Source: an optimization exercise on an open RTL-to-GDS flow (aim: small area, a short achievable clock period and few clock cycles). Production flows keep margins and buffers that such runs may drop. Only simulation tests tie the RTL to the original design; equivalence was not proved.

## before
## flowtex_core
module flowtex_core (
    input  wire         clk,
    input  wire         rst,
    input  wire         cmd_valid,
    input  wire [7:0]   cmd,
    output wire         cmd_ready,
    input  wire [255:0] frame_in,
    input  wire [23:0]  raw_flow_in,
    input  wire [23:0]  raw_range_in,
    input  wire [31:0]  alpha_in,
    input  wire [7:0]   order_in,
    input  wire [31:0]  value_in,
    output reg          rsp_valid,
    output reg  [1:0]   rsp_status,
    output wire [31:0]  rsp_value,
    output reg          df_valid,
    output reg  [23:0]  df_flow,
    output reg  [15:0]  df_temp,
    output reg  [23:0]  df_range,
    output reg  [79:0]  df_serial,
    output reg  [31:0]  df_fwver,
    output reg  [31:0]  df_fwcs,
    output reg  [31:0]  cfg_alpha,
    output wire [7:0]   cfg_order
);
    localparam integer  MAX_ORDER     = 8;
    localparam [31:0]   DEFAULT_ALPHA = 32'h3F000000;    
    localparam [31:0]   DEFAULT_OM    = 32'h3F000000;    
    localparam [3:0]    DEFAULT_ORDER = 4'd1;
    localparam [31:0]   ONE           = 32'h3F800000;
    localparam [1:0] ST_OK = 2'd0, ST_CHECKSUM = 2'd1, ST_CFG_IGNORED = 2'd2,
                     ST_ILLEGAL = 2'd3;
    localparam [7:0] OP_DECODE = 8'h01, OP_CONVERT = 8'h02, OP_CONFIGURE = 8'h03,
                     OP_RESET = 8'h04, OP_PROCESS = 8'h05, OP_GETVALUE = 8'h06;
    localparam [1:0] R_ZERO = 2'd0, R_CACHED = 2'd1, R_CONV = 2'd2;
    reg        st_cv;                       
    reg        st_pa;                       
    reg        st_pb;                       
    reg        st_pc;                       
    wire       idle = !(st_cv || st_pa || st_pb || st_pc);
    reg        init;                        
  ...
clock: 25.0 ns
lec_check: 0
cap_margin: 20
core_margin: 2
core_utilization: 30
slew_margin: 20
standard.sh (not shown) runs the stock make flow with config.mk's settings and CLKGATE_MAP_FILE= SYNTH_SCRIPT=/design/flow/synth_recipe.tcl, a recipe that flattens the netlist after the stock synthesis.
==> flow/flow/run.sh <==
#!/bin/bash
# Standard ORFS layout (the standard.sh, standard synthesis unchanged)
# with these changes to how the layout is made:
#  - core utilisation 40 (the default), above the design's 30
#  - port buffers of the smallest buffer cell
set -euo pipefail
bash standard.sh \
    CORE_UTILIZATION=40 \
    SETUP_SLACK_MARGIN=14 \
    TNS_END_PERCENT=10 \
    SLEW_MARGIN=35 \
    CAP_MARGIN=35 \
    "BUFFER_PORTS_ARGS=-buffer_cell sky130_fd_sc_hd__buf_1" \
    finish > make.log 2>&1
Testbench counts of before, summed over its fixed seeds: cycles 26,048.
Modified inputs, after compared to before
- an added ABC_AREA of 1
- a change of CORE_UTILIZATION from 30 to 40
## What came out
after ends up with higher sequential share of layout area than before does.
Delta (after minus before): total via count after detailed routing now smaller, sum of met3 wire segment lengths after detailed routing fell by 790 um.

========
## south
Starting RTL as in the previous note.
export LEC_CHECK = 0
export CAP_MARGIN = 20
export CORE_MARGIN = 2
export CORE_UTILIZATION = 30
export SLEW_MARGIN = 20
create_clock -name core_clock -period 25.0 [get_ports {clk}]
==> flow/flow/run.sh <==
#!/bin/bash
# Standard ORFS layout (the standard.sh, standard synthesis unchanged)
# with these changes to how the layout is made:
#  - core utilisation 40 (the default), above the design's 30
#  - port buffers of the smallest buffer cell
set -euo pipefail
bash standard.sh \
    CORE_UTILIZATION=40 \
    SETUP_SLACK_MARGIN=12 \
    TNS_END_PERCENT=10 \
    SLEW_MARGIN=35 \
    CAP_MARGIN=35 \
    "BUFFER_PORTS_ARGS=-buffer_cell sky130_fd_sc_hd__buf_1" \
    finish > make.log 2>&1
Every stage of the flow completed for south, and the final layout passed the timing, design-rule and antenna checks.
Testbench counts of south, summed over its fixed seeds: cycles 26,048.
The inputs of east differ from those of south as listed below.
Settings: CORE_UTILIZATION: 30 -> 40; ABC_AREA: unset -> 1.
==> run summary <==
The flow did not stop early for east: all stages ran, and the layout cleared the timing, design-rule and antenna checks.
The lower register-to-register slack came out of south.
east vs. south: hold slack went down by 0.0081 ns.
Per the comparison of east with south, unique cell type count in the Yosys netlist dropped 38; critical path depth dropped about 7%.
Delta (east minus south): non-clock buffer count in the final layout shows a reduction of 26%; count of filler cells inserted in the layout saw an increase.

what the ideal ports hide:
The flow's constraints put no driver on any port. The routed layouts listed below were extracted and timed again, unchanged, in two steps.
Step 1 assumes that a clkbuf_16 drives the clock port and a buf_2 every other input.
Step 2 also shifts input and output timing later by t, the mid clock arrival at the registers, as if the neighbouring blocks saw the same clock.
Slacks: no drivers / after step 1 / after step 2; pairs: no drivers / after step 1.
run	t, ns	setup WS [ns]	worst hold slack (ns)	cell pins on the clock port's net
before	0.770	12.344 / 12.344 / 11.881	0.463 / 0.463 / 0.463	1
after	0.755	13.482 / 13.482 / 12.929	0.472 / 0.472 / 0.472	1
south	0.754	12.026 / 12.081 / 11.326	0.463 / 0.463 / 0.463	1
east	0.745	12.330 / 12.370 / 11.625	0.455 / 0.455 / 0.455	1
After both steps every run listed still meets setup and hold. The setup slack of east, which loses most, moves by +0.040 ns with the drivers and by -0.705 ns with both steps.
